Source: an optimization exercise on an open RTL-to-GDS flow (aim: small area, a short achievable clock period and few clock cycles). Production flows keep margins and buffers that such runs may drop. At most, simulation tests tie the RTL to the original design; equivalence was not proved. For runs 1 to 3 and 5 to 8, only the layout was checked, not whether the RTL still works. Power and IR drop assume default switching activity.

[config.mk]
export PLATFORM = sky130hd
export DESIGN_NAME = cs281_dl_rx
export DESIGN_NICKNAME = cs281_dl_rx
export VERILOG_FILES = /design/flow/design.v
export SDC_FILE = /design/flow/constraint.sdc
export NUM_CORES = 4
export LEC_CHECK = 0
export ABC_CLOCK_PERIOD_IN_PS = 2500
export CAP_MARGIN = 20
export CORE_MARGIN = 2
export CORE_UTILIZATION = 40
export PLACE_DENSITY = 0.6
export SLEW_MARGIN = 20
[constraint.sdc]
create_clock -name core_clock -period 8.0 [get_ports {clk}]
set_input_delay 1.6000 -clock core_clock [delete_from_list [all_inputs] [get_ports {clk}]]
set_output_delay 1.6000 -clock core_clock [all_outputs]
set_load 0.01 [all_outputs]
[design.v]
module cs281_dl_rx (
    input  wire       clk,
    input  wire       rst,         
    input  wire       in_valid,
    input  wire [7:0] in_data,
    output wire       in_ready,
    output wire       ev_valid,
    input  wire       ev_ready,
    output wire [1:0] ev_kind,
    output wire [7:0] ev_data,
    output wire       ev_last,
    output wire [7:0] fault
);
    localparam [7:0] START = 8'h7B;
    localparam [7:0] STOP  = 8'h7D;
    localparam [7:0] ESC   = 8'h5C;
    localparam integer N  = 64;         
    localparam integer RP = 19;         
    localparam integer SQ = 6;          
    localparam [5:0] DR_AL = N - RP;    
    localparam [5:0] DW_EM = 1 - RP;    
    localparam [1:0] KIND_BYTE     = 2'd0;
    localparam [1:0] KIND_EMPTY    = 2'd1;
    localparam [1:0] KIND_MISMATCH = 2'd2;
    localparam [1:0] KIND_FRAMING  = 2'd3;
    reg  [7:0] ring [0:N-1];
    reg  [5:0] dr, dw;
    reg        rempty;
    reg        al, dw1, dr1, dwem;      
    reg  [6:0] qlen;                    
    reg        qe;                      
    reg        p_esc, p_par, p_hi0, p_b0;    
    reg        wesc, wpar;              
    reg        q0s;                     
    reg        f_any, f_ovf;            
    reg  [SQ-1:0] sq;                   
    reg  [SQ-1:0] th;                   
    reg        r_pos0, r_esc, r_emit, r_stop;    
    reg        fc_start, fc_esc, fc_rc, fc_la;   
    reg        in_ready_q;
    reg        ev_valid_q, skip_q;      
    reg  [1:0] ev_kind_q;
    reg        ev_last_q;
    wire qfull   = qlen[6];
    wire accept  = in_valid && in_ready_q;
    wire wr      = accept && !qfull;
    wire comp    = (in_data == STOP) && !qe && !p_esc;
    wire push    = wr && comp;
    wire good    = p_hi0 && (p_b0 == wpar);
    wire consume = skip_q || (ev_valid_q && ev_ready);
    wire pop1    = r_stop || (r_pos0 && !fc_start);     
    wire pop     = consume && pop1;
    integer i;
    always @(posedge clk) begin
        ring[0] <= wr ? in_data : ring[N-1];
        for (i = 1; i < N; i = i + 1)
            ring[i] <= ring[i-1];
    end
    wire rempty_n = !wr && (rempty || (consume && dwem));
    wire dw1_n    = wr || (dw == 6'd2);
    wire dr1_n    = !(wr && rempty) && !consume && (dr == 6'd2);
    wire wr_ok_n  = rempty_n || (dw1_n && !dr1_n);
    always @(posedge clk) begin
        if (rst) begin
            rempty <= 1'b1;
        end else begin
            rempty <= rempty_n;
        end
        dw   <= wr ? 6'd1 : dw - 6'd1;
        dr   <= (wr && rempty) ? 6'd0 : consume ? dr : dr - 6'd1;
        dw1  <= dw1_n;
        dr1  <= dr1_n;
        dwem <= !wr && (dw == DW_EM + 6'd1);
        al   <= !(wr && rempty) && (consume || (dr == DR_AL + 6'd1));
    end
    wire f_any_n = f_any || (accept && (qfull || (comp && !q0s)));
    wire qfull_n = qfull || (wr && !comp && (qlen == 7'd63));
    always @(posedge clk) begin
        if (rst) begin
            qlen  <= 7'd0;
            qe    <= 1'b1;
            wesc  <= 1'b0;
            wpar  <= 1'b0;
            f_any <= 1'b0;
            f_ovf <= 1'b0;
            in_ready_q <= 1'b1;
        end else begin
            f_any <= f_any_n;
            if (accept && qfull) f_ovf <= 1'b1;
            in_ready_q <= !f_any_n && !th[SQ-2] && (qfull_n || wr_ok_n);
            if (wr) begin
                if (comp) begin
                    qlen <= 7'd0;
                    qe   <= 1'b1;
                    wesc <= 1'b0;
                    wpar <= 1'b0;
                end else begin
                    qlen <= qlen + 7'd1;
                    qe   <= 1'b0;
                    if (!qe && qlen != 7'd1) begin
                        if (wesc)       begin wpar <= wpar ^ p_par; wesc <= 1'b0; end
                        else if (p_esc) wesc <= 1'b1;
                        else            wpar <= wpar ^ p_par;
                    end
                end
            end
        end
    end
    always @(posedge clk) begin
        if (wr) begin
            p_esc <= (in_data == ESC);
            p_par <= ^in_data;
            p_hi0 <= (in_data[7:1] == 7'd0);
            p_b0  <= in_data[0];
            if (qe) q0s <= (in_data == START);
        end
    end
    integer k;
    always @(posedge clk) begin
        if (rst) begin
            th <= {SQ{1'b0}};
        end else if (push && !pop) begin
            th <= {th[SQ-2:0], 1'b1};
        end else if (pop && !push) begin
            th <= {1'b0, th[SQ-1:1]};
        end
        for (k = 0; k < SQ; k = k + 1) begin
            if (push && (pop ? (th[k] && (k == SQ-1 || !th[k+1]))
                             : ((k == 0 || th[k-1]) && !th[k])))
                sq[k] <= good;
            else if (pop)
                sq[k] <= (k == SQ-1) ? 1'b0 : sq[k+1];
        end
    end
    wire [7:0] m0 = ring[RP-1];
    wire [7:0] m1 = ring[RP-2];
    wire [7:0] m2 = ring[RP-3];
    wire [7:0] m3 = ring[RP-4];
    wire m0_esc  = (m0 == ESC);
    wire m1_esc  = (m1 == ESC);
    wire nf_start = (m0 == START);
    wire nf_esc   = m0_esc;
    wire nf_rc    = (m1 == STOP) && !m0_esc;
    wire nf_la    = ((m2 == STOP) && !m1_esc) || (m1_esc && (m3 == STOP) && (m2 != ESC));
    always @(posedge clk) begin
        fc_start <= nf_start;
        fc_esc   <= nf_esc;
        fc_rc    <= nf_rc;
        fc_la    <= nf_la;
    end
    reg a_pos0, a_esc, a_emit, a_stop;
    always @(*) begin
        a_pos0 = 1'b0;
        a_esc  = r_esc;
        a_emit = r_emit;
        a_stop = 1'b0;
        if (r_stop) begin
            a_pos0 = 1'b1; a_esc = 1'b0; a_emit = 1'b0;
        end else if (r_pos0) begin
            a_pos0 = !fc_start;
            a_stop = fc_start && fc_rc;
        end else if (fc_rc) begin
            a_stop = 1'b1;
        end else if (!r_esc && fc_esc) begin
            a_esc = 1'b1;
        end else begin
            a_esc = 1'b0;
            if (sq[0]) a_emit = 1'b1;
        end
    end
    function automatic [3:0] beat;      
        input pos0, esc, emitd, stop, g;
        begin
            beat = 4'b0_00_1;
            if (stop) begin
                beat = 4'b0_00_1;
            end else if (pos0) begin
                beat = {1'b1, nf_start ? KIND_MISMATCH : KIND_FRAMING, 1'b1};
                if (nf_start && !nf_rc) beat[3] = 1'b0;
            end else if (nf_rc) begin
                beat = {!g || !emitd, g ? KIND_EMPTY : KIND_MISMATCH, 1'b1};
            end else if (esc || !nf_esc) begin
                beat = {g, KIND_BYTE, nf_la};
            end
        end
    endfunction
    wire       act1 = !dwem && (th[1] || (th[0] && !pop1));
    wire       g1   = pop1 ? sq[1] : sq[0];
    wire [3:0] b1   = beat(a_pos0, a_esc, a_emit, a_stop, g1);
    wire       act0 = !rempty && th[0] && (dr == DR_AL + 6'd1);
    wire [3:0] b0   = beat(r_pos0, r_esc, r_emit, r_stop, sq[0]);
    always @(posedge clk) begin
        if (rst) begin
            r_pos0 <= 1'b1;
            r_esc  <= 1'b0;
            r_emit <= 1'b0;
            r_stop <= 1'b0;
            ev_valid_q <= 1'b0;
            skip_q     <= 1'b0;
        end else begin
            if (consume) begin
                r_pos0 <= a_pos0;
                r_esc  <= a_esc;
                r_emit <= a_emit;
                r_stop <= a_stop;
            end
            ev_valid_q <= consume ? (act1 &&  b1[3]) : (act0 &&  b0[3]);
            skip_q     <= consume ? (act1 && !b1[3]) : (act0 && !b0[3]);
        end
        ev_kind_q <= consume ? b1[2:1] : b0[2:1];
        ev_last_q <= consume ? b1[0]   : b0[0];
    end
    assign in_ready = in_ready_q;
    assign ev_valid = ev_valid_q;
    assign ev_kind  = ev_kind_q;
    assign ev_data  = ring[RP];
    assign ev_last  = ev_last_q;
    assign fault    = {2'b00, f_any, f_ovf, 4'b0000};
endmodule
[standard.sh]
#!/bin/bash
# synth_recipe.tcl (not shown) runs the flow's synth.tcl, then flattens the netlist and writes it again
# the make line also repeats each setting of config.mk as NAME=value (left out here)
make -C /OpenROAD-flow-scripts/flow DESIGN_CONFIG=/design/flow/config.mk WORK_HOME=/design/flow/orfs CLKGATE_MAP_FILE= SYNTH_SCRIPT=/design/flow/synth_recipe.tcl "${@:-finish}"
[flow/run.sh]
#!/bin/bash
# Standard layout, with a tighter timing-repair target and faster port buffers.
set -euo pipefail
bash standard.sh SETUP_SLACK_MARGIN=5.5 "BUFFER_PORTS_ARGS=-buffer_cell sky130_fd_sc_hd__buf_4" finish > standard_flow.log 2>&1
==> results of run 1 <==
flip-flops by register name (all words and copies together), names as in the netlist, 2 cells and up:
signal,flops
dr,6
sq,6
th,6
qlen,7
ring,512
dw,6
ev_kind_q,2
worst paths after layout:
kind	startpoint	to	cells past startpoint	slack, ps
min reg2reg	ring[4][4]	ring[5][4]	0	320
min	ring[4][4]	ring[5][4]	0	320
max reg2reg	r_pos0	sq[1]	5	6020
max	in_data[1]	sq[3]	11	5290
cell type report:
| class | count | area share |
|---|---|---|
| clock inverter | 25 | 0.0188 |
| antenna | 2 | 0.000310 |
| tap | 442 | 0.0342 |
| sequential | 568 | 0.712 |
| timing repair buffer | 44 | 0.0261 |
| clock buffer | 66 | 0.0879 |
| multi-input combinational | 267 | 0.114 |
| inverter | 22 | 0.00697 |
through the flow:
stage,utilization,setup slack [ps]
after floorplan,-,4800
after global placement,0.432,4380
after detailed placement,0.432,4350
final,0.494,5290
after global routing,0.494,5200
after CTS,0.492,5340
cells in the final DEF, fill, tap and decap left out, types with 6 or more instances in the layout:
cell,n
conb_1,6
nand2_1,34
nor2_1,43
ha_1,11
nand2b_1,7
edfxtp_1,11
nor3_1,14
clkbuf_8,11
nand4_1,6
mux2i_1,11
nor4_1,6
dfxtp_1,542
nor2b_1,6
dfxtp_2,12
inv_1,18
xor2_1,7
a21oi_1,11
buf_6,19
nand3_1,6
xnor2_1,10
buf_4,23
o21ai_0,10
clkbuf_16,50
clkinv_2,10
timing repair:
action | in CTS | in global routing
setup endpoints to repair | 35 | 34
resized for setup | 52 | 10
pin swaps | 10 | 9
buffers inserted | 14 | 4
per-layer routing:
layer / part of all wire / vias to the layer above / global-route usage
met2: 0.41 / 116 / 0.135
li1: - / 3024 / -
met4: 0.020 / 0 / 0.0363
met3: 0.052 / 31 / 0.0285
met5: 0 / - / 0
met1: 0.52 / 2827 / 0.146
cells by family after synthesis:
family	count (synthesis)	share of synthesized area
multiplexers	15	0.0119
buffers and inverters	42	0.0157
other	1	0.000280
adder cells (fa/ha/maj)	16	0.0150
AND/OR/NAND/NOR	156	0.0601
flip-flops	568	0.859
AO/OA/AOI/OAI	57	0.0272
XOR/XNOR	17	0.0111
power groups by stage:
stage               Clock (µW)  Sequential, µW  Combinational [µW]
finish                    2410            3090                 143
global route              2590            3110                 163
CTS                       2480            3090                 144
detailed placement           0            3150                 132
global placement             0            3150                 127
floorplan                    0            3130                98.9
==> run_results.csv, run 1 <==
group,metric,value,unit
placed_design,dp_cells,1325,
clock_tree,tritoncts,"built",
synth,synth_top_cells_by_count,"557 x dfxtp_1, 45 x nor2_1, 37 x nand2_1",
cells_and_area,syn2layout_area_growth,20.9,%
timing,rsz0062_at_grt,"yes",
timing,setup_viol,0,
cells_and_area,drive_above_1_share,0.176,
placed_design,dp_hpwl,9980,µm
worst_setup_path,slowest_stage,"nor3_4",
drt,vias_per_cell,4.18,
synth,yosysMostFrequentCell,"dfxtp_1",
timing,timing.fmax,370,MHz
cells_and_area,fillers,2739,
clock_tree,cts_buffers,49,
worst_setup_path,end_kind,"flip-flop",
timing,relSlewSlack,0.637,
global_routing,gr-total-overflow,0,
clock_tree,worstSkewPairLatency,550,ps
floorplan,core,32700,µm²
timing,fin_crit,2710,ps
worst_setup_path,critPathMaxFanout,6,
clock_tree,htreeDepth,2,
cells_and_area,multi_input_area,1840,µm²
synth,synthesis.area,13400,µm²
timing,clock_skew,11.6,ps
drt,routedWlPerCell,11.8,µm
worst_setup_path,worstPathArrival,3010,ps
worst_setup_path,worst_path_largest_cell_delay,280,ps
clock_tree,root_buffer,"clkbuf_16",
synth,synthArstFlopShare,0,
clock_tree,cts_hold_buf,0,
worst_setup_path,cp-start-kind,"primary input",
cells_and_area,final_net_count,980,
timing,post-route-period-util,0.338,
power_and_ir_drop,p_total,5640,µW
power_and_ir_drop,p_clk_frac,0.427,
power_and_ir_drop,pwr-share-comb,0.025,
worst_setup_path,critical_path_class,"in2reg",
synth,syn_area_per_cell,15.3,µm²
timing,hold-worst-slack,320,ps
synth,seq_area_frac_synth,0.859,
clock_tree,path_clk_slew,70,ps
global_routing,grt_pass1_wl,28000,µm
timing,worst_pin_slew,539,ps
global_routing,grt_pass1_vias,5654,
clock_tree,cts_sinks,568,
worst_setup_path,cp_num_buf_inv,5,
cells_and_area,layoutNonFillerInstCount,1436,
floorplan,rows,66,
global_routing,grt_max_degree,27,
outcome,outcome,"timing/DRC/antenna clean",
power_and_ir_drop,p_int,4510,µW
drt,drc,0,
global_routing,grt_usage,0.0985,
synth,synth_ff_type,"dfxtp_1",
floorplan,die-height,187,µm
synth,synth_edf_count,11,
power_and_ir_drop,power_density,349,nW/µm²
timing,slew_viol_final,0,
drt,first_pass_iters,4,
drt,postRouteAntennaNets,0,
synth,syn_inst,872,
cells_and_area,fin_area,16200,µm²
drt,drt_iter0_markers,229,
synth,ys_ff_latch,568,
power_and_ir_drop,p_leak,0.00652,µW
cells_and_area,ff_latch_area,11500,µm²
power_and_ir_drop,switching_power,1140,µW
power_and_ir_drop,sw_frac_of_total,0.201,
run,cap_violations,0,
placed_design,port_buffers,26,
worst_setup_path,path_cells,"buf_12 -> inv_12 -> ha_4 -> nand4_1 -> nor3_4 -> nand2_4 -> inv_6 -> buf_4 -> buf_6 -> nand2_1 -> mux2_2",
timing,tns,0,ps
timing,hold_viol_final,0,
synth,synthTopCellsByArea,"dfxtp_1 83%, edfxtp_1 2.5%, ha_1 1.5%",
placed_design,placedInstanceArea,14100,µm²
worst_setup_path,cp.required,8300,ps
worst_setup_path,cp_top_family,"simple AND/OR/NAND/NOR gates",
placed_design,place.gp.congestion,0.787,
synth,yosysUniqueCellTypes,53,
floorplan,dieArea,34900,µm²
floorplan,fp.dieW,187,µm
drt,vias,5998,
synth,yosysTopAreaCell,"dfxtp_1",
floorplan,io_pins,33,
floorplan,start_util,0.409,
synth,ys_warn_count,4,
min_path,worstHoldPathType,"reg2reg",
drt,wl,17000,µm
global_routing,antenna_found_initial,1,
synth,synth_top_area_frac,0.834,
clock_tree,clk_path_buf_depth,3,
power_and_ir_drop,pwr-share-seq,0.547,
power_and_ir_drop,peakVddDrop,0.182,mV
==> run 2: changes to the inputs <==
==> flow/run.sh (replaced) <==
#!/bin/bash
# Standard layout, with a tighter timing-repair target and faster port buffers.
set -euo pipefail
bash standard.sh SETUP_SLACK_MARGIN=5.3 "BUFFER_PORTS_ARGS=-buffer_cell sky130_fd_sc_hd__buf_2" finish > standard_flow.log 2>&1
--- a/config.mk
+++ b/config.mk
@@ -10,4 +10,7 @@
 export CORE_MARGIN = 2
 export CORE_UTILIZATION = 40
+export CTS_BUF_LIST = sky130_fd_sc_hd__clkbuf_16
+export CTS_CLUSTER_DIAMETER = 100
+export CTS_CLUSTER_SIZE = 30
 export PLACE_DENSITY = 0.6
 export SLEW_MARGIN = 20
==> run 2 against run 1 <==
  * Global-route usage shrank 0.67 points
  * Flip-flop and latch count is the same
  * Sequential power is essentially flat
  * Final cell count shrank 4.7%
  * Clock power shrank 45%
  * Via count shrank 5.6%
  * Largest power group unchanged
  * Sequential share of layout area grew 6.1 points
  * Still clean on timing, DRC and antenna
  * Core utilization shrank 4.0 points
  * Fmax grew 0.98%
  * First-iteration DRC count grew 32%
  * Wire length shrank 4.7%
==> run_results.csv, run 2 <==
group,metric,value,unit
outcome,outcome,"timing/DRC/antenna clean",
synth,synth_top_cells_by_count,"557 x dfxtp_1, 45 x nor2_1, 37 x nand2_1",
synth,yosysUniqueCellTypes,53,
timing,timing.fmax,373,MHz
min_path,min_from,"ring[32][1]",
min_path,worstHoldPathType,"reg2reg",
placed_design,dp_hpwl,9890,µm
power_and_ir_drop,p_leak,0.00592,µW
global_routing,grt_pass1_vias,5271,
drt,vias,5663,
worst_setup_path,worst_path_largest_cell_delay,370,ps
cells_and_area,largest_reg_flops,512,
synth,yosysMostFrequentCell,"dfxtp_1",
synth,syn_inst,872,
clock_tree,clk_path_buf_depth,3,
timing,slew_viol_final,0,
timing,hold_viol_final,0,
worst_setup_path,critical_path_class,"in2reg",
timing,hold-worst-slack,318,ps
timing,post-route-period-util,0.335,
synth,ys_ff_latch,568,
cells_and_area,final_net_count,950,
global_routing,grt_max_degree,32,
cells_and_area,layoutNonFillerInstCount,1368,
worst_setup_path,cp.required,8310,ps
floorplan,rows,66,
cells_and_area,reg_top3,"ring: 512 flops, qlen: 7 flops",
floorplan,die-height,187,µm
placed_design,placedInstanceArea,14000,µm²
clock_tree,path_clk_slew,120,ps
drt,first_pass_iters,4,
timing,fin_crit,2680,ps
cells_and_area,syn2layout_area_growth,11.2,%
clock_tree,cts_sinks,568,
clock_tree,root_buffer,"clkbuf_16",
worst_setup_path,ff2ff_path_depth,6,
synth,ys_warn_count,4,
drt,drt_iter0_markers,302,
cells_and_area,regMostFlops,"ring",
synth,synthesis.area,13400,µm²
power_and_ir_drop,pwr-share-seq,0.680,
drt,routedWlPerCell,11.8,µm
drt,postRouteAntennaNets,0,
global_routing,antenna_found_initial,0,
timing,tns,0,ps
global_routing,grt_usage,0.0918,
power_and_ir_drop,peakVddDrop,0.208,mV
floorplan,start_util,0.409,
placed_design,dp_cells,1326,
power_and_ir_drop,sw_frac_of_total,0.204,
timing,clock_skew,15.3,ps
floorplan,dieArea,34900,µm²
placed_design,place.gp.congestion,0.766,
cells_and_area,fin_area,14900,µm²
worst_setup_path,worstPathArrival,2990,ps
floorplan,fp.dieW,187,µm
synth,synth_edf_count,11,
run,cap_violations,0,
drt,wl,16200,µm
drt,vias_per_cell,4.14,
worst_setup_path,ff2ff_setup_slack,6000,ps
power_and_ir_drop,power_density,305,nW/µm²
floorplan,io_pins,33,
worst_setup_path,cp-start-kind,"primary input",
min_path,hold_depth,0,
timing,worst_pin_slew,550,ps
clock_tree,cts_buffers,23,
synth,synth_ff_type,"dfxtp_1",
global_routing,gr-total-overflow,0,
worst_setup_path,slowest_stage,"mux2_2",
synth,syn_area_per_cell,15.3,µm²
cells_and_area,layout_commonest_cell,"dfxtp_1",
cells_and_area,antennaDiodeCount,0,
worst_setup_path,path_cells,"buf_2 -> a21oi_1 -> buf_4 -> a21o_4 -> nor3b_1 -> o21ai_0 -> mux2_2",
placed_design,port_buffers,26,
floorplan,core,32700,µm²
cells_and_area,mostFrequentLayoutCells,"550 x dfxtp_1, 45 x nor2_1, 36 x nand2_1",
synth,synthTopCellsByArea,"dfxtp_1 83%, edfxtp_1 2.5%, ha_1 1.5%",
clock_tree,htreeDepth,1,
synth,yosysTopAreaCell,"dfxtp_1",
worst_setup_path,r2r_end,"ev_valid_q",
timing,rsz0062_at_grt,"yes",
synth,seq_area_frac_synth,0.859,
synth,synthArstFlopShare,0,
worst_setup_path,end_kind,"flip-flop",
power_and_ir_drop,p_int,3610,µW
clock_tree,worstSkewPairLatency,540,ps
clock_tree,cts_hold_buf,0,
cells_and_area,drive_above_1_share,0.104,
timing,setup_viol,0,
synth,synth_top_area_frac,0.834,
min_path,holdPathEnd,"ring[33][1]",
global_routing,grt_pass1_wl,26300,µm
clock_tree,tritoncts,"built",
timing,relSlewSlack,0.630,
worst_setup_path,critPathMaxFanout,15,
drt,drc,0,
power_and_ir_drop,pwr-share-comb,0.029,
power_and_ir_drop,p_clk_frac,0.291,
worst_setup_path,rr_startpoint,"ring[18][1]",
power_and_ir_drop,switching_power,927,µW
-- run 2: cell counts after synthesis --
No cell type changed its count.
-- run 2: metrics by stage --
step / power, µW / utilization / setup slack (ps)
after global routing: 4730 / 0.455 / 5190
final: 4540 / 0.455 / 5320
after CTS: 4590 / 0.451 / 5290
after floorplan: 3220 / - / 4800
after global placement: 3270 / 0.430 / 4410
after detailed placement: 3280 / 0.430 / 4380
-- run 2: worst max-delay path, delay by kind of cell --
family | cells | cell delay, ps
and+or+nand+nor | 1 | 160
AOI/OAI and AO/OA | 3 | 570
buffers and inverters | 2 | 290
muxes | 1 | 370
-- run 2: cell type report --
type	count	area, µm²
fillers	2964	17800
flip-flops and latches	568	11500
multi-input cells	267	1800
clock buffers	23	576
well taps	442	553
repair buffers	40	277
inverters	22	110
clock inverters	6	53.8
-- run 2: worst max-delay path by stage --
stage | slack [ps] | startpoint | to
after global placement | 4410 | in_data[1] | th[1]
after global routing | 5190 | in_data[1] | th[2]
after detailed placement | 4380 | in_data[1] | th[4]
final | 5320 | ev_ready | sq[1]
after floorplan | 4800 | in_data[1] | th[1]
after CTS | 5290 | in_data[7] | th[4]
-- run 2: what timing repair did --
action | in CTS | in global routing
gates resized for setup | 13 | 21
endpoints found under the hold margin | 0 | 0
buffers inserted | 4 | 9
pin swaps | 2 | 8
setup endpoints to repair | 17 | 13
-- run 2: cell families after synthesis --
kind of cell,synth area share
AO/OA/AOI/OAI,0.0272
XOR/XNOR,0.0111
adder cells (fa/ha/maj),0.0150
buffers and inverters,0.0157
flip-flops,0.859
multiplexers,0.0119
other,0.000280
AND/OR/NAND/NOR,0.0601
-- run 2: power groups by stage --
stage                     registers (µW)  logic, µW  clock network, µW
after CTS                           3090        129               1370
after detailed placement            3150        126                  0
after floorplan                     3130       98.6                  0
after global placement              3150        124                  0
final                               3080        131               1320
after global routing                3110        149               1470
-- run 2: routing by layer --
| layer | track usage | part of all wire | up-vias |
|---|---|---|---|
| li1 | - | - | 2906 |
| met1 | 0.140 | 0.54 | 2657 |
| met2 | 0.131 | 0.39 | 73 |
| met3 | 0.0201 | 0.042 | 27 |
| met4 | 0.0256 | 0.025 | 0 |
| met5 | 0 | 0 | - |
==> run 3: changes to the inputs <==
==> flow/run.sh (replaced) <==
#!/bin/bash
# Standard layout, with a tighter timing-repair target and faster port buffers.
set -euo pipefail
bash standard.sh SETUP_SLACK_MARGIN=5.6 "BUFFER_PORTS_ARGS=-buffer_cell sky130_fd_sc_hd__buf_2" finish > standard_flow.log 2>&1
==> run 3 against run 2 <==
  * Clock skew is 2.9 ps higher
  * Worst hold slack improved by 12 ps
  * First-iteration DRC count shrank 27%
  * Wire length grew 2.1%
  * Critical path type unchanged
==> run_results.csv, run 3 <==
group,metric,value,unit
clock_tree,root_buffer,"clkbuf_16",
timing,hold_viol_final,0,
min_path,worstHoldPathType,"reg2reg",
synth,synth_top_area_frac,0.834,
cells_and_area,reg_top3,"ring: 512 flops, qlen: 7 flops",
global_routing,grt_pass1_wl,26800,µm
global_routing,antenna_found_initial,0,
drt,routedWlPerCell,12.0,µm
placed_design,place.gp.congestion,0.793,
drt,first_pass_iters,4,
worst_setup_path,cp_num_buf_inv,5,
timing,worst_pin_slew,779,ps
global_routing,grt_pass1_vias,5413,
power_and_ir_drop,p_leak,0.00603,µW
clock_tree,tritoncts,"built",
synth,syn_inst,872,
drt,drc,0,
power_and_ir_drop,peakVddDrop,0.216,mV
timing,timing.fmax,367,MHz
synth,ys_warn_count,4,
timing,clock_skew,18.2,ps
global_routing,gr-total-overflow,0,
clock_tree,cts_hold_buf,0,
power_and_ir_drop,power_density,297,nW/µm²
cells_and_area,ff_latch_area,11500,µm²
cells_and_area,regMostFlops,"ring",
floorplan,io_pins,33,
placed_design,dp_hpwl,9970,µm
timing,relSlewSlack,0.475,
drt,drt_iter0_markers,220,
cells_and_area,fin_area,15100,µm²
cells_and_area,layout_commonest_cell,"dfxtp_1",
clock_tree,cts_buffers,22,
synth,synth_edf_count,11,
drt,wl,16600,µm
global_routing,grt_max_degree,32,
drt,vias,5699,
timing,fin_crit,2720,ps
synth,synthArstFlopShare,0,
floorplan,die-height,187,µm
worst_setup_path,slowest_stage,"mux2_4",
worst_setup_path,critical_path_class,"in2reg",
clock_tree,clk_path_buf_depth,3,
cells_and_area,largest_reg_flops,512,
cells_and_area,multi_input_area,1870,µm²
synth,ys_ff_latch,568,
outcome,outcome,"timing/DRC/antenna clean",
worst_setup_path,worst_path_largest_cell_delay,290,ps
global_routing,grt_usage,0.0934,
worst_setup_path,path_cells,"buf_8 -> clkinv_8 -> ha_4 -> nand4_1 -> nor3_4 -> nand2_4 -> inv_8 -> buf_4 -> buf_6 -> nand2_2 -> mux2_4",
timing,hold-worst-slack,330,ps
cells_and_area,drive_above_1_share,0.134,
drt,vias_per_cell,4.13,
synth,synthTopCellsByArea,"dfxtp_1 83%, edfxtp_1 2.5%, ha_1 1.5%",
synth,yosysMostFrequentCell,"dfxtp_1",
floorplan,start_util,0.409,
timing,slew_viol_final,0,
worst_setup_path,critPathMaxFanout,5,
cells_and_area,mostFrequentLayoutCells,"542 x dfxtp_1, 42 x nor2_1, 33 x nand2_1",
timing,rsz0062_at_grt,"yes",
timing,post-route-period-util,0.340,
clock_tree,cts_sinks,568,
power_and_ir_drop,p_total,4500,µW
worst_setup_path,worstPathArrival,3030,ps
clock_tree,worstSkewPairLatency,540,ps
clock_tree,path_clk_slew,120,ps
floorplan,fp.dieW,187,µm
cells_and_area,fillers,2907,
synth,syn_area_per_cell,15.3,µm²
synth,synth_top_cells_by_count,"557 x dfxtp_1, 45 x nor2_1, 37 x nand2_1",
floorplan,core,32700,µm²
synth,synthesis.area,13400,µm²
placed_design,placedInstanceArea,14100,µm²
clock_tree,htreeDepth,1,
floorplan,rows,66,
synth,seq_area_frac_synth,0.859,
placed_design,port_buffers,26,
drt,postRouteAntennaNets,0,
timing,tns,0,ps
synth,yosysUniqueCellTypes,53,
floorplan,dieArea,34900,µm²
run,cap_violations,0,
cells_and_area,syn2layout_area_growth,13.2,%
worst_setup_path,cp.required,8300,ps
synth,yosysTopAreaCell,"dfxtp_1",
synth,synth_ff_type,"dfxtp_1",
worst_setup_path,cp-start-kind,"primary input",
worst_setup_path,cp_top_family,"simple AND/OR/NAND/NOR gates",
timing,setup_viol,0,
cells_and_area,final_net_count,962,
worst_setup_path,end_kind,"flip-flop",
worst_setup_path,ff2ff_setup_slack,6100,ps
run 3: cell counts after synthesis:
No cell type changed its count.
run 3: report_power, final:
part	total, µW	switching [µW]	leakage [µW]	internal (µW)
clock	1280	756	0.000296	520
combinational	139	72.8	0.00105	65.7
sequential	3080	70.2	0.00468	3010
total	4500	899	0.00603	3600
run 3: cells by family after synthesis:
group,count (synthesis),share of synthesized area
DFF,568,0.859
and+or+nand+nor,156,0.0601
AOI/OAI and AO/OA,57,0.0272
buffers and inverters,42,0.0157
xor gates and xnor gates,17,0.0111
adders and majority gates,16,0.0150
muxes,15,0.0119
other,1,0.000280
run 3: stage by stage:
stage / instances / util / worst slack, ps
after global routing: 1378 / 0.463 / 5170
after floorplan: 877 / - / 4800
after detailed placement: 1325 / 0.430 / 4360
final: 1379 / 0.463 / 5280
after CTS: 1370 / 0.460 / 5330
after global placement: 1325 / 0.430 / 4440
run 3: what timing repair did:
item                       CTS  global route
setup endpoints to repair   41            39
pin swaps                   15             9
buffers inserted            19             8
resized for setup           74             9
run 3: per-layer routing:
layer,vias up,share of wire,GRT usage
li1,2931,-,-
met5,-,0,0
met1,2670,0.54,0.141
met4,0,0.021,0.0256
met2,73,0.40,0.138
met3,25,0.040,0.0169
run 3: area by class of cell:
type | instances | area share
Sequential cell | 568 | 0.761
Multi-Input combinational cell | 267 | 0.123
Clock inverter | 3 | 0.000744
Tap cell | 442 | 0.0365
Clock buffer | 23 | 0.0380
Inverter | 22 | 0.00794
Timing Repair Buffer | 53 | 0.0325
Antenna cell | 1 | 0.000165
run 3: path summary, 6_finish.rpt:
path | from | end | depth (start not counted)
hold / removal | ring[53][7] | ring[54][7] | 0
hold reg to reg | ring[53][7] | ring[54][7] | 0
setup / recovery | in_data[7] | sq[4] | 11
setup reg to reg | ring[18][0] | ev_valid_q | 6
==> run 4: changes to the inputs <==
--- a/design.v
+++ b/design.v
@@ -27,5 +27,5 @@
     reg  [5:0] dr, dw;
     reg        rempty;
-    reg        al, dw1, dr1, dwem;      
+    reg        dwem;                    
     reg  [6:0] qlen;                    
     reg        qe;                      
@@ -69,8 +69,5 @@
         dw   <= wr ? 6'd1 : dw - 6'd1;
         dr   <= (wr && rempty) ? 6'd0 : consume ? dr : dr - 6'd1;
-        dw1  <= dw1_n;
-        dr1  <= dr1_n;
         dwem <= !wr && (dw == DW_EM + 6'd1);
-        al   <= !(wr && rempty) && (consume || (dr == DR_AL + 6'd1));
     end
     wire f_any_n = f_any || (accept && (qfull || (comp && !q0s)));
==> flow/run.sh (replaced) <==
#!/bin/bash
# Standard layout, with a tighter timing-repair target and faster port buffers.
set -euo pipefail
bash standard.sh SETUP_SLACK_MARGIN=5.3 "BUFFER_PORTS_ARGS=-buffer_cell sky130_fd_sc_hd__buf_2" finish > standard_flow.log 2>&1
==> run 4 against run 3 <==
  * Still clean
  * Largest cell class unchanged
  * Global-route usage is 0.071 points higher
  * Core utilization is 1.4 points lower
  * Via count is 0.98% higher
  * Register-to-register slack worse by 160 ps
==> run_results.csv, run 4 <==
group,metric,value,unit
worst_setup_path,crit_start,"in_data[1]",
global_routing,grt_pass1_vias,5445,
clock_tree,clk_path_buf_depth,3,
drt,routedWlPerCell,11.9,µm
outcome,outcome,"timing/DRC/antenna clean",
clock_tree,cts_buffers,22,
timing,slew_viol_final,0,
floorplan,dieArea,35100,µm²
synth,synthesis.area,13500,µm²
placed_design,place.gp.congestion,0.806,
timing,rsz0062_at_grt,"yes",
power_and_ir_drop,power_density,300,nW/µm²
cells_and_area,drive_above_1_share,0.116,
drt,dr_wl_met3,596,µm
cells_and_area,reg_top3,"ring: 512 flops, qlen: 7 flops",
worst_setup_path,worstPathArrival,3170,ps
worst_setup_path,cp_num_buf_inv,4,
floorplan,core,33400,µm²
synth,synth_top_area_frac,0.828,
drt,drt_iter0_markers,318,
worst_setup_path,path_cells,"buf_12 -> inv_12 -> ha_4 -> nand4_1 -> nor3_4 -> nand2_4 -> inv_8 -> ha_4 -> buf_12 -> mux2i_1 -> nor2_1 -> a21oi_1 -> nor2_1",
drt,met1_length,9020,µm
global_routing,gr-total-overflow,0,
clock_tree,worstSkewPairLatency,540,ps
timing,relSlewSlack,0.621,
worst_setup_path,endpoint,"th[1]",
power_and_ir_drop,p_leak,0.00592,µW
min_path,worstHoldPathType,"reg2reg",
drt,first_pass_iters,4,
cells_and_area,layout_commonest_cell,"dfxtp_1",
worst_setup_path,cp.required,8430,ps
run,cap_violations,0,
drt,vias_per_cell,4.16,
synth,syn_area_per_cell,15.3,µm²
timing,worst_pin_slew,564,ps
worst_setup_path,critPathMaxFanout,4,
placed_design,port_buffers,26,
worst_setup_path,critical_path_class,"in2reg",
drt,drc,0,
clock_tree,cts_hold_buf,0,
timing,post-route-period-util,0.343,
drt,vias,5755,
clock_tree,htreeDepth,1,
drt,dr_wl_met2,6500,µm
clock_tree,cts_sinks,568,
placed_design,dp_hpwl,9920,µm
synth,synth_top_cells_by_count,"557 x dfxtp_1, 44 x nand2_1, 42 x nor2_1",
timing,tns,0,ps
timing,hold_viol_final,0,
floorplan,start_util,0.403,
worst_setup_path,worst_path_largest_cell_delay,290,ps
clock_tree,path_clk_slew,120,ps
cells_and_area,regMostFlops,"ring",
synth,synth_edf_count,11,
timing,setup_viol,0,
cells_and_area,final_util,0.449,
cells_and_area,mostFrequentLayoutCells,"551 x dfxtp_1, 42 x nand2_1, 40 x nor2_1",
synth,synth_ff_type,"dfxtp_1",
global_routing,grt_max_degree,32,
floorplan,fp.dieW,187,µm
drt,postRouteAntennaNets,0,
global_routing,grt_usage,0.0942,
cells_and_area,final_net_count,961,
cells_and_area,antennaDiodeCount,0,
floorplan,io_pins,33,
floorplan,die-height,187,µm
clock_tree,tritoncts,"built",
worst_setup_path,cp-start-kind,"primary input",
worst_setup_path,slowest_stage,"nor3_4",
cells_and_area,largest_reg_flops,512,
global_routing,antenna_found_initial,0,
worst_setup_path,cp.depth,13,
cells_and_area,syn2layout_area_growth,11.3,%
synth,yosysUniqueCellTypes,69,
synth,yosysTopAreaCell,"dfxtp_1",
worst_setup_path,r2r_end,"sq[4]",
drt,top_layer_used,"met4",
global_routing,grt_pass1_wl,27200,µm
synth,yosysMostFrequentCell,"dfxtp_1",
synth,syn_inst,882,
synth,synthTopCellsByArea,"dfxtp_1 83%, edfxtp_1 2.5%, ha_1 1.5%",
drt,wl,16400,µm
synth,ys_warn_count,4,
worst_setup_path,cp_top_family,"simple AND/OR/NAND/NOR gates",
floorplan,rows,67,
worst_setup_path,ff2ff_path_depth,6,
synth,seq_area_frac_synth,0.853,
clock_tree,root_buffer,"clkbuf_16",
synth,synthArstFlopShare,0,
timing,timing.fmax,364,MHz
worst_setup_path,end_kind,"flip-flop",
timing,clock_skew,21.6,ps
synth,ys_ff_latch,568,
worst_setup_path,rr_startpoint,"r_pos0",
timing,fin_crit,2750,ps
power_and_ir_drop,peakVddDrop,0.217,mV
worst_setup_path,ff2ff_setup_slack,5940,ps
==> run 4: power by group <==
group	leakage [µW]	internal [µW]	switching, µW
clock network	0.000296	520	746
logic	0.000945	67.1	70.4
registers	0.00468	3020	72.2
==> run 4: worst min path at each step <==
stage                startpoint           to  slack, ps  depth (start not counted)
floorplan            ring[9][0]  ring[10][0]        310                          0
global placement    ring[14][0]  ring[15][0]        310                          0
detailed placement   ring[4][5]   ring[5][5]        310                          0
CTS                 ring[14][1]  ring[15][1]        320                          0
global route        ring[14][1]  ring[15][1]        330                          0
finish              ring[14][1]  ring[15][1]        320                          0
==> run 4: worst reg2reg max path: stages (launching register included) <==
cell and delay, ps:
dfxtp_1 610, nand2b_4 120, a21oi_4 210, inv_2 150, or2_1 270, a21oi_2 140, mux2_1 330
==> run 4: through the flow <==
stage / instances / hold slack, ps / total power [µW] / worst slack [ps] / area, µm²
after floorplan: 887 / 310 / 3230 / 4750 / 13600
after global placement: 1340 / 310 / 3280 / 4060 / 14100
after global routing: 1383 / 328 / 4680 / 5150 / 15000
after CTS: 1374 / 323 / 4540 / 5300 / 14800
final: 1383 / 322 / 4490 / 5250 / 15000
after detailed placement: 1340 / 312 / 3280 / 3970 / 14100
==> run 4: cells by family (layout without fill, tap and decap cells) <==
kind of cell               after synthesis  count (layout)  share of synthesized area
DFF                                    568             568                      0.853
xor gates and xnor gates                17              17                     0.0111
muxes                                   12              12                    0.00930
adders and majority gates               16              16                     0.0149
other                                    1               6                   0.000279
and+or+nand+nor                        162             163                     0.0644
buffers and inverters                   44              91                     0.0157
AOI/OAI and AO/OA                       62              62                     0.0314
==> run 4: timing repair <==
item | 4_1_cts | 5_1_grt
setup endpoints to repair | 37 | 13
buffers inserted | 7 | 9
pin swaps | 3 | 9
gates cloned | 1 | 0
gates resized for setup | 16 | 20
==> run 4: layer usage <==
layer  global-route usage  vias up
met1                0.144     2724
li1                     -     2925
met2                0.137       83
met4               0.0245        0
met3               0.0173       23
met5                    0        -
==> run 4: layout make-up <==
| cell class | count | area, µm² |
|---|---|---|
| well taps | 448 | 561 |
| repair buffers | 42 | 303 |
| flip-flops and latches | 568 | 11500 |
| fillers | 3042 | 18400 |
| clock inverters | 3 | 11.3 |
| clock buffers | 23 | 576 |
| inverters | 23 | 129 |
| multi-input cells | 276 | 1910 |
Testbench counts of run 4, summed over its fixed seeds: cycles 24,382.
==> run 5: changes to the inputs <==
--- a/design.v
+++ b/design.v
@@ -27,5 +27,5 @@
     reg  [5:0] dr, dw;
     reg        rempty;
-    reg        dwem;                    
+    reg        al, dw1, dr1, dwem;      
     reg  [6:0] qlen;                    
     reg        qe;                      
@@ -69,5 +69,8 @@
         dw   <= wr ? 6'd1 : dw - 6'd1;
         dr   <= (wr && rempty) ? 6'd0 : consume ? dr : dr - 6'd1;
+        dw1  <= dw1_n;
+        dr1  <= dr1_n;
         dwem <= !wr && (dw == DW_EM + 6'd1);
+        al   <= !(wr && rempty) && (consume || (dr == DR_AL + 6'd1));
     end
     wire f_any_n = f_any || (accept && (qfull || (comp && !q0s)));
==> run.sh (new file) <==
#!/bin/bash
# synth_recipe.tcl (not shown) runs the flow's synth.tcl, then flattens the netlist and writes it again
# the make line also repeats each setting of config.mk as NAME=value (left out here)
make -C /OpenROAD-flow-scripts/flow DESIGN_CONFIG=/design/flow/config.mk WORK_HOME=/design/flow/orfs CLKGATE_MAP_FILE= SYNTH_SCRIPT=/design/flow/synth_recipe.tcl finish
==> config.mk (replaced) <==
export PLATFORM = sky130hd
export DESIGN_NAME = cs281_dl_rx
export DESIGN_NICKNAME = cs281_dl_rx
export VERILOG_FILES = /design/flow/design.v
export SDC_FILE = /design/flow/constraint.sdc
export NUM_CORES = 4
export LEC_CHECK = 0
export CAP_MARGIN = 20
export CORE_MARGIN = 2
export CORE_UTILIZATION = 40
export PLACE_DENSITY = 0.6
export SLEW_MARGIN = 20
removed: flow/run.sh
removed: standard.sh
==> run 5 against run 4 <==
  * Still clean
  * Fmax decreased by 26%
  * Die area is 0.66% lower
  * Non-clock buffer count shrank 15
  * Clock skew down 13 ps
  * Sequential share of layout area decreased by 3.3 points
  * Setup slack worse by 980 ps
  * Final cell count is 1.8% higher
  * Count of clock-buffer cells in the layout rose by 47
  * Synthesized area is 0.67% lower
  * Sequential power about the same
  * Register-to-register slack lost 500 ps
  * Total power increased by 21%
  * Largest cell class unchanged
==> run_results.csv, run 5 <==
group,metric,value,unit
run,cap_violations,0,
timing,slew_viol_final,0,
global_routing,grt_pass1_wl,28000,µm
cells_and_area,multi_input_area,1700,µm²
drt,drc,0,
power_and_ir_drop,p_leak,0.00625,µW
cells_and_area,syn2layout_area_growth,16.9,%
clock_tree,ctsResizeCount,0,
synth,synth_top_area_frac,0.834,
drt,routedWlPerCell,11.9,µm
clock_tree,cts_setup_buffers,0,
synth,synthArstFlopShare,0,
cells_and_area,layout_commonest_cell,"dfxtp_1",
timing,clock_skew,8.65,ps
drt,first_pass_iters,4,
timing,relSlewSlack,0.288,
synth,synth_compound_area_frac,0.0272,
timing,tns,0,ps
global_routing,grt_pass1_vias,5717,
drt,vias_per_cell,4.16,
cells_and_area,antennaDiodeCount,0,
placed_design,place.gp.congestion,0.794,
floorplan,dieArea,34900,µm²
clock_tree,htreeDepth,2,
global_routing,gr-total-overflow,0,
min_path,worstHoldPathType,"reg2reg",
floorplan,die-height,187,µm
synth,synth_ff_type,"dfxtp_1",
drt,wl,16800,µm
worst_setup_path,cp-start-kind,"primary input",
global_routing,grt_usage,0.0977,
floorplan,io_pins,33,
cells_and_area,layoutNonFillerInstCount,1408,
worst_setup_path,critical_path_class,"in2reg",
timing,layout_setup_ws,4280,ps
timing,timing.fmax,269,MHz
synth,yosysTopAreaCell,"dfxtp_1",
synth,synth_edf_count,11,
power_and_ir_drop,peakVddDrop,0.205,mV
worst_setup_path,critPathMaxFanout,23,
synth,synthTopCellsByArea,"dfxtp_1 83%, edfxtp_1 2.5%, ha_1 1.5%",
synth,syn_inst,872,
outcome,outcome,"timing/DRC/antenna clean",
clock_tree,cts_sinks,568,
worst_setup_path,worst_path_largest_cell_delay,590,ps
synth,synthMuxAreaShare,0.0119,
placed_design,post-place-ws,3680,ps
synth,synth_top_cells_by_count,"557 x dfxtp_1, 45 x nor2_1, 37 x nand2_1",
synth,synth_xor_xnor_area_share,0.0111,
synth,syn_area_per_cell,15.3,µm²
synth,ys_ff_latch,568,
synth,ys_warn_count,4,
worst_setup_path,worstPathArrival,4110,ps
clock_tree,clk_path_buf_depth,3,
clock_tree,root_buffer,"clkbuf_16",
floorplan,rows,66,
timing,post-route-period-util,0.465,
placed_design,port_buffers,26,
global_routing,grt_max_degree,27,
synth,synth_top_family_by_area,"simple AND/OR/NAND/NOR gates",
worst_setup_path,path_cells,"clkdlybuf4s50_1 -> nand3b_4 -> inv_2 -> nand2_1 -> inv_2 -> ha_1 -> mux2i_1 -> nor2_1 -> a21oi_1 -> nor2_1",
cells_and_area,fillers,2824,
cells_and_area,drive_above_1_share,0.0828,
drt,drt_iter0_markers,207,
timing,setup_viol,0,
cells_and_area,largest_reg_flops,512,
synth,yosysUniqueCellTypes,53,
drt,postRouteAntennaNets,0,
cells_and_area,regMostFlops,"ring",
timing,worst_pin_slew,1060,ps
power_and_ir_drop,power_density,348,nW/µm²
timing,hold_viol_final,0,
synth,yosysMostFrequentCell,"dfxtp_1",
clock_tree,cts_hold_buf,0,
timing,fin_crit,3720,ps
clock_tree,path_clk_slew,60,ps
placed_design,dp_cells,1326,
worst_setup_path,cp.required,8390,ps
drt,vias,5854,
timing,rsz0062_at_grt,"no",
synth,seq_area_frac_synth,0.859,
clock_tree,worstSkewPairLatency,550,ps
cells_and_area,final_net_count,961,
synth,synthAdderAreaFrac,0.0150,
cells_and_area,ff_latch_area,11500,µm²
worst_setup_path,end_kind,"flip-flop",
clock_tree,tritoncts,"built",
floorplan,start_util,0.409,
cells_and_area,mostFrequentLayoutCells,"557 x dfxtp_1, 49 x clkbuf_16, 45 x nor2_1",
floorplan,fp.dieW,187,µm
floorplan,core,32700,µm²
worst_setup_path,slowest_stage,"clkdlybuf4s50_1",
clock_tree,cts_buffers,47,
synth,synthesis.area,13400,µm²
global_routing,antenna_found_initial,2,
synth,synth_simple_gate_area_frac,0.0601,
cells_and_area,reg_top3,"ring: 512 flops, qlen: 7 flops",
placed_design,dp_hpwl,10000,µm
-- run 5: worst max-delay path: cells and delay by family --
family                     cells  cell delay (ps)
AOI/OAI and AO/OA              1              120
adders and majority gates      1              370
buffers and inverters          3             1220
muxes                          1              220
and+or+nand+nor                4              560
-- run 5: final timing paths --
kind	cells past startpoint	endpoint	start	slack, ps
worst min register to register	0	ring[42][5]	ring[41][5]	320
worst max register to register	9	th[1]	qlen[6]	5440
worst max-delay path	10	th[1]	in_valid	4280
worst min-delay path	0	ring[42][5]	ring[41][5]	320
-- run 5: metal layers --
metal / up-vias / GRT usage / share of wire
met1: 2749 / 0.142 / 0.52
met3: 38 / 0.0298 / 0.058
met5: - / 0 / 0.00078
li1: 2952 / - / -
met2: 113 / 0.136 / 0.40
met4: 2 / 0.0385 / 0.022
-- run 5: logic make-up (layout without fill, tap and decap cells) --
kind of cell    Yosys count  after routing
mux                      15             15
flops                   568            568
other cells               1              6
compound gates           57             57
simple gates            156            156
buf+inv                  42            131
xor+xnor                 17             17
fa+ha+maj                16             16
-- run 5: power by group --
part	switching (µW)	internal [µW]
sequential	70.7	3020
combinational	67.8	60.5
clock	941	1280
total	1080	4360
-- run 5: layout make-up --
class	instances	area share
inverters	22	0.00528
well taps	442	0.0354
repair buffers	27	0.0171
clock buffers	70	0.0893
multi-input cells	267	0.109
flip-flops and latches	568	0.735
clock inverters	12	0.00977
-- run 5: through the flow --
stage	power (µW)	hold slack, ps	utilization	cell area [µm²]
floorplan	3220	310	-	13400
global placement	3280	310	0.431	14100
detailed placement	3280	312	0.431	14100
CTS	5500	321	0.478	15600
global route	5650	322	0.478	15600
finish	5440	317	0.478	15600
==> run 6: changes to the inputs <==
--- a/config.mk
+++ b/config.mk
@@ -6,7 +6,9 @@
 export NUM_CORES = 4
 export LEC_CHECK = 0
+export ABC_CLOCK_PERIOD_IN_PS = 2800
 export CAP_MARGIN = 20
 export CORE_MARGIN = 2
 export CORE_UTILIZATION = 40
 export PLACE_DENSITY = 0.6
+export SETUP_SLACK_MARGIN = 5
 export SLEW_MARGIN = 20
==> run 6 against run 5 <==
  * Sequential power is essentially flat
  * Cell area grew 2.0%
  * Clock skew grew 3.5 ps
  * Via count is essentially flat
  * Worst hold slack lost 2.6 ps
  * Total power grew 3.8%
  * Synthesized area is the same
  * Setup slack gained 830 ps
  * Global-route usage grew 0.26 points
  * Clock power grew 9%
  * Core utilization grew 0.95 points
  * Final cell count grew 0.85%
  * Largest cell class unchanged
==> run_results.csv, run 6 <==
group,metric,value,unit
worst_setup_path,critPathMaxFanout,14,
cells_and_area,fin_area,15900,µm²
clock_tree,worstSkewPairLatency,550,ps
placed_design,placedInstanceArea,14200,µm²
worst_setup_path,cp-start-kind,"primary input",
drt,vias_per_cell,4.13,
floorplan,dieArea,34900,µm²
worst_setup_path,path_cells,"clkdlybuf4s50_1 -> a21oi_4 -> a21o_4 -> nor3b_1 -> o21ai_1 -> mux2_2",
synth,ys_ff_latch,568,
timing,relSlewSlack,0.352,
timing,timing.fmax,346,MHz
placed_design,port_buffers,26,
power_and_ir_drop,power_density,354,nW/µm²
floorplan,core,32700,µm²
worst_setup_path,worst_path_largest_cell_delay,560,ps
clock_tree,clk_path_buf_depth,3,
timing,slew_viol_final,0,
worst_setup_path,slowest_stage,"clkdlybuf4s50_1",
floorplan,die-height,187,µm
timing,tns,0,ps
clock_tree,tritoncts,"built",
floorplan,fp.dieW,187,µm
worst_setup_path,critical_path_class,"in2reg",
synth,yosysUniqueCellTypes,53,
cells_and_area,drive_above_1_share,0.115,
worst_setup_path,end_kind,"flip-flop",
cells_and_area,syn2layout_area_growth,19.2,%
global_routing,grt_usage,0.100,
drt,drc,0,
cells_and_area,final_net_count,967,
synth,synth_edf_count,11,
global_routing,gr-total-overflow,0,
synth,yosysMostFrequentCell,"dfxtp_1",
cells_and_area,fillers,2820,
outcome,outcome,"timing/DRC/antenna clean",
power_and_ir_drop,p_leak,0.00643,µW
synth,seq_area_frac_synth,0.859,
power_and_ir_drop,peakVddDrop,0.181,mV
timing,hold_viol_final,0,
drt,first_pass_iters,4,
synth,synthTopCellsByArea,"dfxtp_1 83%, edfxtp_1 2.5%, ha_1 1.5%",
clock_tree,cts_sinks,568,
synth,synth_top_area_frac,0.834,
floorplan,start_util,0.409,
timing,worst_pin_slew,971,ps
cells_and_area,regMostFlops,"ring",
drt,postRouteAntennaNets,0,
placed_design,dp_hpwl,10000,µm
timing,rsz0062_at_grt,"yes",
global_routing,grt_pass1_vias,5757,
min_path,hold_depth,0,
clock_tree,cts_hold_buf,0,
global_routing,grt_max_degree,27,
cells_and_area,layout_commonest_cell,"dfxtp_1",
placed_design,place.gp.congestion,0.772,
synth,synth_top_cells_by_count,"557 x dfxtp_1, 45 x nor2_1, 37 x nand2_1",
power_and_ir_drop,p_total,5640,µW
drt,vias,5858,
floorplan,rows,66,
global_routing,grt_pass1_wl,28500,µm
cells_and_area,reg_top3,"ring: 512 flops, qlen: 7 flops",
clock_tree,root_buffer,"clkbuf_16",
timing,post-route-period-util,0.361,
clock_tree,cts_buffers,49,
drt,wl,17200,µm
clock_tree,path_clk_slew,60,ps
synth,ys_warn_count,4,
worst_setup_path,cp.depth,6,
worst_setup_path,ff2ff_path_depth,5,
timing,fin_crit,2890,ps
floorplan,io_pins,33,
timing,setup_viol,0,
synth,synthArstFlopShare,0,
global_routing,antenna_found_initial,1,
clock_tree,htreeDepth,2,
cells_and_area,mostFrequentLayoutCells,"555 x dfxtp_1, 51 x clkbuf_16, 45 x nor2_1",
min_path,worstHoldPathType,"reg2reg",
synth,synth_ff_type,"dfxtp_1",
run,cap_violations,0,
timing,clock_skew,12.2,ps
synth,synthesis.area,13400,µm²
worst_setup_path,cp_top_family,"buffers and inverters",
drt,drt_iter0_markers,241,
drt,routedWlPerCell,12.1,µm
synth,syn_inst,872,
synth,yosysTopAreaCell,"dfxtp_1",
worst_setup_path,cp.required,8300,ps
synth,syn_area_per_cell,15.3,µm²
worst_setup_path,cp_num_buf_inv,1,
worst_setup_path,worstPathArrival,3180,ps
cells_and_area,largest_reg_flops,512,
==> run 6: cell counts after synthesis <==
Identical to the previous run, type by type.
==> run 6: final cells by class <==
type	count	area, µm²	share of cell area
Tap cell	442	553	0.0347
Timing Repair Buffer	30	243	0.0152
Clock buffer	75	1500	0.0939
Sequential cell	568	11500	0.720
Antenna cell	1	2.50	0.000157
Clock inverter	14	231	0.0145
Multi-Input combinational cell	267	1800	0.113
Timing Repair inverter	1	6.26	0.000392
Inverter	22	123	0.00769
==> run 6: kinds of logic after synthesis <==
| family | Yosys count | share of synthesized area |
|---|---|---|
| adders and majority gates | 16 | 0.0150 |
| xor gates and xnor gates | 17 | 0.0111 |
| muxes | 15 | 0.0119 |
| and+or+nand+nor | 156 | 0.0601 |
| other | 1 | 0.000280 |
| buffers and inverters | 42 | 0.0157 |
| DFF | 568 | 0.859 |
| AOI/OAI and AO/OA | 57 | 0.0272 |
==> run 6: worst paths after layout <==
path	startpoint	endpoint	slack [ps]
setup / recovery	ev_ready	sq[1]	5110
hold / removal	ring[58][0]	ring[59][0]	310
setup reg to reg	r_pos0	sq[1]	6100
hold reg to reg	ring[58][0]	ring[59][0]	310
==> run 6: what timing repair did <==
item,CTS,global route
buffers inserted,3,1
endpoints found under the setup margin,38,8
gates resized for setup,36,17
pin swaps,4,3
cloned,1,0
==> run 6: per-stage QoR <==
stage                     instances  worst slack (ps)  hold WS (ps)  utilization
final                          1420              5110           314        0.487
after global routing           1419              4990           309        0.487
after CTS                      1418              4990           308        0.487
after detailed placement       1325              3680           312        0.433
after global placement         1325              3750           310        0.433
after floorplan                 877              4800           310            -
==> run 6: layer usage <==
metal	track usage	up-vias	routed length, µm
met3	0.0289	46	908
li1	-	2972	-
met2	0.142	98	6790
met1	0.144	2742	9010
met5	0	-	0
met4	0.0406	0	477
==> run 6: power breakdown <==
group / total, µW / switching, µW / leakage (µW) / internal, µW
logic: 131 / 71.8 / 0.000910 / 58.8
registers: 3090 / 71.0 / 0.00467 / 3020
clock network: 2420 / 965 / 0.000849 / 1460
total: 5640 / 1110 / 0.00643 / 4530
==> run 7: changes to the inputs <==
--- a/config.mk
+++ b/config.mk
@@ -10,4 +10,5 @@
 export CORE_MARGIN = 2
 export CORE_UTILIZATION = 40
+export CTS_BUF_LIST = sky130_fd_sc_hd__clkbuf_8
 export PLACE_DENSITY = 0.6
 export SETUP_SLACK_MARGIN = 5
==> run 7 against run 6 <==
  * Still clean
  * Via count rose by 2.2%
  * Setup slack got worse by 20 ps
  * Clock skew up 14 ps
  * Sequential power about the same
  * Critical path type unchanged
==> run_results.csv, run 7 <==
group,metric,value,unit
outcome,outcome,"timing/DRC/antenna clean",
clock_tree,cts_buffers,80,
synth,ys_ff_latch,568,
timing,clock_skew,25.8,ps
global_routing,gr-total-overflow,0,
power_and_ir_drop,peakVddDrop,0.185,mV
floorplan,start_util,0.409,
worst_setup_path,worst_path_largest_cell_delay,550,ps
cells_and_area,ff_latch_area,11500,µm²
synth,yosysTopAreaCell,"dfxtp_1",
worst_setup_path,cp.required,8340,ps
timing,post-route-period-util,0.364,
clock_tree,clk_path_buf_depth,3,
power_and_ir_drop,p_total,5410,µW
power_and_ir_drop,p_int,4290,µW
clock_tree,path_clk_slew,60,ps
global_routing,top_usage_layer,"met2",
global_routing,grt_usage,0.102,
cells_and_area,regMostFlops,"ring",
floorplan,die-height,187,µm
worst_setup_path,cp_num_buf_inv,1,
global_routing,grt_pass1_vias,6025,
synth,ys_warn_count,4,
run,cap_violations,0,
global_routing,grt_use_met3,0.0368,
cells_and_area,layoutNonFillerInstCount,1473,
drt,first_pass_iters,4,
global_routing,antenna_found_initial,2,
worst_setup_path,cp-start-kind,"primary input",
floorplan,io_pins,33,
clock_tree,root_buffer,"clkbuf_8",
timing,hold_viol_final,0,
power_and_ir_drop,p_clk_frac,0.405,
placed_design,place.gp.congestion,0.772,
clock_tree,cts_hold_buf,0,
synth,yosysMostFrequentCell,"dfxtp_1",
cells_and_area,final_net_count,999,
synth,synth_edf_count,11,
cells_and_area,mostFrequentLayoutCells,"555 x dfxtp_1, 101 x clkbuf_8, 46 x inv_1",
synth,synthTopCellsByArea,"dfxtp_1 83%, edfxtp_1 2.5%, ha_1 1.5%",
worst_setup_path,path_cells,"clkdlybuf4s50_1 -> a21oi_4 -> a21o_2 -> nor3b_1 -> o21ai_1 -> mux2_2",
worst_setup_path,end_kind,"flip-flop",
timing,setup_viol,0,
power_and_ir_drop,power_density,341,nW/µm²
synth,synthesis.area,13400,µm²
cells_and_area,largest_reg_flops,512,
worst_setup_path,cp_top_family,"compound AO/OA/AOI/OAI gates",
synth,synth_ff_type,"dfxtp_1",
global_routing,use_met2,0.140,
drt,postRouteAntennaNets,0,
power_and_ir_drop,pwr-share-comb,0.024,
power_and_ir_drop,switching_power,1120,µW
cells_and_area,multi_input_area,1800,µm²
power_and_ir_drop,p_leak,0.00655,µW
drt,drt_iter0_markers,204,
synth,syn_inst,872,
floorplan,rows,66,
synth,synth_top_area_frac,0.834,
cells_and_area,syn2layout_area_growth,18.8,%
clock_tree,tritoncts,"built",
drt,drc,0,
timing,fin_crit,2910,ps
timing,hold-worst-slack,303,ps
cells_and_area,layout_commonest_cell,"dfxtp_1",
floorplan,core,32700,µm²
worst_setup_path,slowest_stage,"clkdlybuf4s50_1",
clock_tree,cts_sinks,568,
worst_setup_path,critical_path_class,"in2reg",
cells_and_area,antennaDiodeCount,0,
synth,synthArstFlopShare,0,
floorplan,fp.dieW,187,µm
global_routing,grt_pass1_wl,28500,µm
placed_design,port_buffers,26,
synth,yosysUniqueCellTypes,53,
drt,vias,5984,
power_and_ir_drop,pwr-share-seq,0.571,
drt,vias_per_cell,4.06,
timing,slew_viol_final,0,
worst_setup_path,critPathMaxFanout,14,
synth,syn_area_per_cell,15.3,µm²
global_routing,grt_max_degree,27,
floorplan,dieArea,34900,µm²
drt,routedWlPerCell,11.6,µm
timing,relSlewSlack,0.350,
global_routing,grtUsageMet1,0.138,
clock_tree,worstSkewPairLatency,600,ps
synth,seq_area_frac_synth,0.859,
cells_and_area,reg_top3,"ring: 512 flops, qlen: 7 flops",
timing,worst_pin_slew,973,ps
cells_and_area,fillers,2865,
timing,timing.fmax,344,MHz
clock_tree,htreeDepth,3,
timing,rsz0062_at_grt,"no",
timing,tns,0,ps
placed_design,dp_hpwl,10000,µm
min_path,worstHoldPathType,"reg2reg",
placed_design,dp_cells,1325,
drt,wl,17100,µm
worst_setup_path,worstPathArrival,3250,ps
synth,synth_top_cells_by_count,"557 x dfxtp_1, 45 x nor2_1, 37 x nand2_1",
cells_and_area,drive_above_1_share,0.141,
power_and_ir_drop,sw_frac_of_total,0.207,
## run 7: cell counts after synthesis
No cell type changed its count.
## run 7: path summary, 6_finish.rpt
| check | from | endpoint | slack, ps | depth (start not counted) |
|---|---|---|---|---|
| max | ev_ready | sq[1] | 5090 | 6 |
| min | ring[10][6] | ring[11][6] | 300 | 0 |
| max reg2reg | r_pos0 | sq[1] | 6040 | 5 |
| min reg2reg | ring[10][6] | ring[11][6] | 300 | 0 |
## run 7: stage by stage
step                      setup WS, ps  instance area (µm²)  utilization
final                             5090                15900        0.486
after global routing              5010                15900        0.486
after CTS                         5000                15800        0.485
after detailed placement          3680                14200        0.433
after global placement            3750                14200        0.433
after floorplan                   4800                13500            -
## run 7: final cells by class
class | instances | share of cell area
Sequential cell | 568 | 0.723
Multi-Input combinational cell | 267 | 0.113
Clock buffer | 101 | 0.0875
Tap cell | 442 | 0.0348
Timing Repair Buffer | 32 | 0.0171
Clock inverter | 41 | 0.0164
Inverter | 22 | 0.00804
## run 7: routing by layer
metal | vias up | wire length, µm | part of all wire
li1 | 3059 | - | -
met1 | 2777 | 8920 | 0.52
met2 | 110 | 6820 | 0.40
met3 | 38 | 973 | 0.057
met4 | 0 | 399 | 0.023
met5 | - | 0 | 0
## run 7: power groups by stage
stage | registers (µW) | clock network [µW] | logic, µW
after floorplan | 3130 | 0 | 98.6
after global placement | 3150 | 0 | 129
after detailed placement | 3150 | 0 | 132
after CTS | 3090 | 2290 | 131
after global routing | 3110 | 2410 | 150
final | 3090 | 2190 | 131
## run 7: kinds of logic after synthesis
logic type	synth area share
buf+inv	0.0157
compound gates	0.0272
simple gates	0.0601
xor+xnor	0.0111
fa+ha+maj	0.0150
flops	0.859
mux	0.0119
other cells	0.000280
## run 7: worst reg2reg max path: cells and delay by family (launching register included)
| family | cells | cell delay [ps] |
|---|---|---|
| DFF | 1 | 460 |
| AOI/OAI and AO/OA | 2 | 540 |
| muxes | 1 | 350 |
| and+or+nand+nor | 2 | 350 |
## run 7: repair_timing
| action | CTS | global route |
|---|---|---|
| setup buffers | 2 | 4 |
| gates cloned | 0 | 0 |
| endpoints found under the setup margin | 34 | 8 |
| pin swaps | 3 | 4 |
| resized for setup | 36 | 8 |
==> run 8: changes to the inputs <==
--- a/config.mk
+++ b/config.mk
@@ -10,5 +10,5 @@
 export CORE_MARGIN = 2
 export CORE_UTILIZATION = 40
-export CTS_BUF_LIST = sky130_fd_sc_hd__clkbuf_8
+export CTS_BUF_LIST = sky130_fd_sc_hd__clkbuf_4
 export PLACE_DENSITY = 0.6
 export SETUP_SLACK_MARGIN = 5
==> run 8 against run 7 <==
  * Still clean
  * Cell area shrank 0.46%
  * Clock skew grew 14 ps
  * Wire length grew 1.5%
  * Register-to-register slack lost 80 ps
  * Clock power shrank 6%
  * Non-clock buffer count shrank 1
  * Setup slack lost 7.9 ps
  * Via count grew 5.0%
  * Worst hold slack lost 17 ps
  * Combinational power is essentially flat
  * Critical endpoint is now th[4]
  * Largest power group unchanged
==> run_results.csv, run 8 <==
group,metric,value,unit
synth,synthArstFlopShare,0,
synth,synth_top_family_by_area,"simple AND/OR/NAND/NOR gates",
worst_setup_path,slowest_stage,"clkdlybuf4s50_1",
clock_tree,htreeDepth,3,
cells_and_area,final_util,0.483,
clock_tree,worstSkewPairLatency,750,ps
cells_and_area,fin_area,15800,µm²
cells_and_area,fillers,2906,
synth,synthesis.area,13400,µm²
floorplan,dieArea,34900,µm²
global_routing,grt_pass1_wl,29400,µm
synth,synthAdderAreaFrac,0.0150,
floorplan,rows,66,
cells_and_area,largest_reg_flops,512,
min_path,hold_depth,0,
placed_design,place.gp.congestion,0.772,
power_and_ir_drop,peakVddDrop,0.190,mV
timing,hold_viol_final,0,
cells_and_area,syn2layout_area_growth,18.2,%
synth,yosysTopAreaCell,"dfxtp_1",
worst_setup_path,cp-start-kind,"primary input",
placed_design,dp_hpwl,10000,µm
clock_tree,tritoncts,"built",
synth,synth_edf_count,11,
floorplan,core,32700,µm²
synth,seq_area_frac_synth,0.859,
clock_tree,cts_hold_buf,0,
placed_design,placedInstanceArea,14200,µm²
synth,synth_top_cells_by_count,"557 x dfxtp_1, 45 x nor2_1, 37 x nand2_1",
timing,layout_setup_ws,5080,ps
drt,routedWlPerCell,11.3,µm
cells_and_area,reg_top3,"ring: 512 flops, qlen: 7 flops",
floorplan,die-height,187,µm
synth,synthMuxAreaShare,0.0119,
worst_setup_path,path_cells,"clkdlybuf4s50_1 -> nand3b_4 -> inv_6 -> nand2_4 -> inv_8 -> ha_4 -> mux2i_1 -> nor2_1 -> a21oi_1 -> nor2_1",
synth,yosysMostFrequentCell,"dfxtp_1",
synth,ys_warn_count,4,
cells_and_area,layout_commonest_cell,"dfxtp_1",
timing,clock_skew,39.5,ps
cells_and_area,drive_above_1_share,0.229,
worst_setup_path,worst_path_largest_cell_delay,570,ps
worst_setup_path,end_kind,"flip-flop",
cells_and_area,mostFrequentLayoutCells,"545 x dfxtp_1, 188 x clkbuf_4, 45 x nor2_1",
drt,drc,0,
synth,synth_top_area_frac,0.834,
synth,syn_inst,872,
clock_tree,cts_sinks,568,
global_routing,gr-total-overflow,0,
drt,drt_iter0_markers,227,
synth,yosysUniqueCellTypes,53,
clock_tree,path_clk_slew,60,ps
worst_setup_path,ff2ff_path_depth,5,
outcome,outcome,"timing/DRC/antenna clean",
cells_and_area,final_net_count,1039,
synth,synth_ff_type,"dfxtp_1",
run,cap_violations,0,
global_routing,grt_usage,0.104,
synth,syn_area_per_cell,15.3,µm²
drt,vias_per_cell,4.08,
global_routing,antenna_found_initial,2,
timing,timing.fmax,343,MHz
drt,vias,6281,
floorplan,fp.dieW,187,µm
clock_tree,cts_buffers,121,
floorplan,start_util,0.409,
drt,postRouteAntennaNets,0,
worst_setup_path,cp.required,8590,ps
timing,post-route-period-util,0.365,
timing,tns,0,ps
synth,synth_simple_gate_area_frac,0.0601,
global_routing,grt_max_degree,27,
[run 8: cell types whose count changed in the layout (fill, tap and decap cells not counted), sizes merged]
| cell | before | now |
|---|---|---|
| clkbuf | 103 | 189 |
| inv | 53 | 24 |
| dlygate4sd2 | 21 | 1 |
| clkdlybuf4s15 | 0 | 9 |
| clkinv | 7 | 15 |
| dlymetal6s2s | 1 | 7 |
| buf | 6 | 10 |
| diode | 0 | 3 |
| bufinv | 2 | 1 |
| clkdlybuf4s50 | 2 | 3 |
[run 8: power breakdown]
part / total, µW / leakage, µW / internal (µW) / switching (µW)
Sequential: 3090 / 0.00468 / 3020 / 69.9
Clock: 2060 / 0.000930 / 1100 / 965
Combinational: 133 / 0.000932 / 61.0 / 71.7
[run 8: cell families after synthesis]
logic type      after synthesis
simple gates                156
buf+inv                      42
mux                          15
fa+ha+maj                    16
xor+xnor                     17
other cells                   1
flops                       568
compound gates               57
[run 8: critical path, delay by kind of cell]
kind / cells / cell delay [ps]
buffers and inverters: 3 / 940
AND/OR/NAND/NOR: 4 / 470
adder cells (fa/ha/maj): 1 / 190
multiplexers: 1 / 190
AO/OA/AOI/OAI: 1 / 110
[run 8: worst paths after layout]
kind,from,end,slack (ps)
hold / removal,ring[42][4],ring[43][4],290
hold reg to reg,ring[42][4],ring[43][4],290
setup reg to reg,r_pos0,sq[1],5960
setup / recovery,in_valid,th[4],5080
[run 8: repair_timing]
item | CTS | global route
buffers inserted | 3 | 2
hold endpoints to repair | 0 | 0
setup endpoints to repair | 29 | 14
gates resized for setup | 64 | 18
pin swaps | 1 | 3
[run 8: area by class of cell]
class / instances / area share
inverter: 22 / 0.00728
sequential: 568 / 0.728
clock buffer: 188 / 0.0893
clock inverter: 19 / 0.00815
antenna: 3 / 0.000475
timing repair buffer: 31 / 0.0186
multi-input combinational: 267 / 0.114
tap: 442 / 0.0350
[run 8: stage by stage]
stage	hold WS, ps	total power, µW	std cells
global placement	310	3280	1325
detailed placement	312	3280	1325
global route	275	5560	1538
floorplan	310	3220	877
CTS	271	5390	1535
finish	286	5280	1540
[run 8: per-layer routing]
metal / wire length [µm] / GRT usage / vias to the layer above
met4: 355 / 0.0626 / 0
met2: 7110 / 0.143 / 136
met5: 0 / 0 / -
met3: 985 / 0.0402 / 32
met1: 8930 / 0.140 / 2912
li1: - / - / 3201

Re-timed with assumed drivers on the ports (clkbuf_16 on the clock, buf_2 on other inputs), run 8 has 5.069 ns of setup slack against 5.083 ns with ideal ports, and 4.330 ns once port delays also move by the mid clock arrival of 0.764 ns.
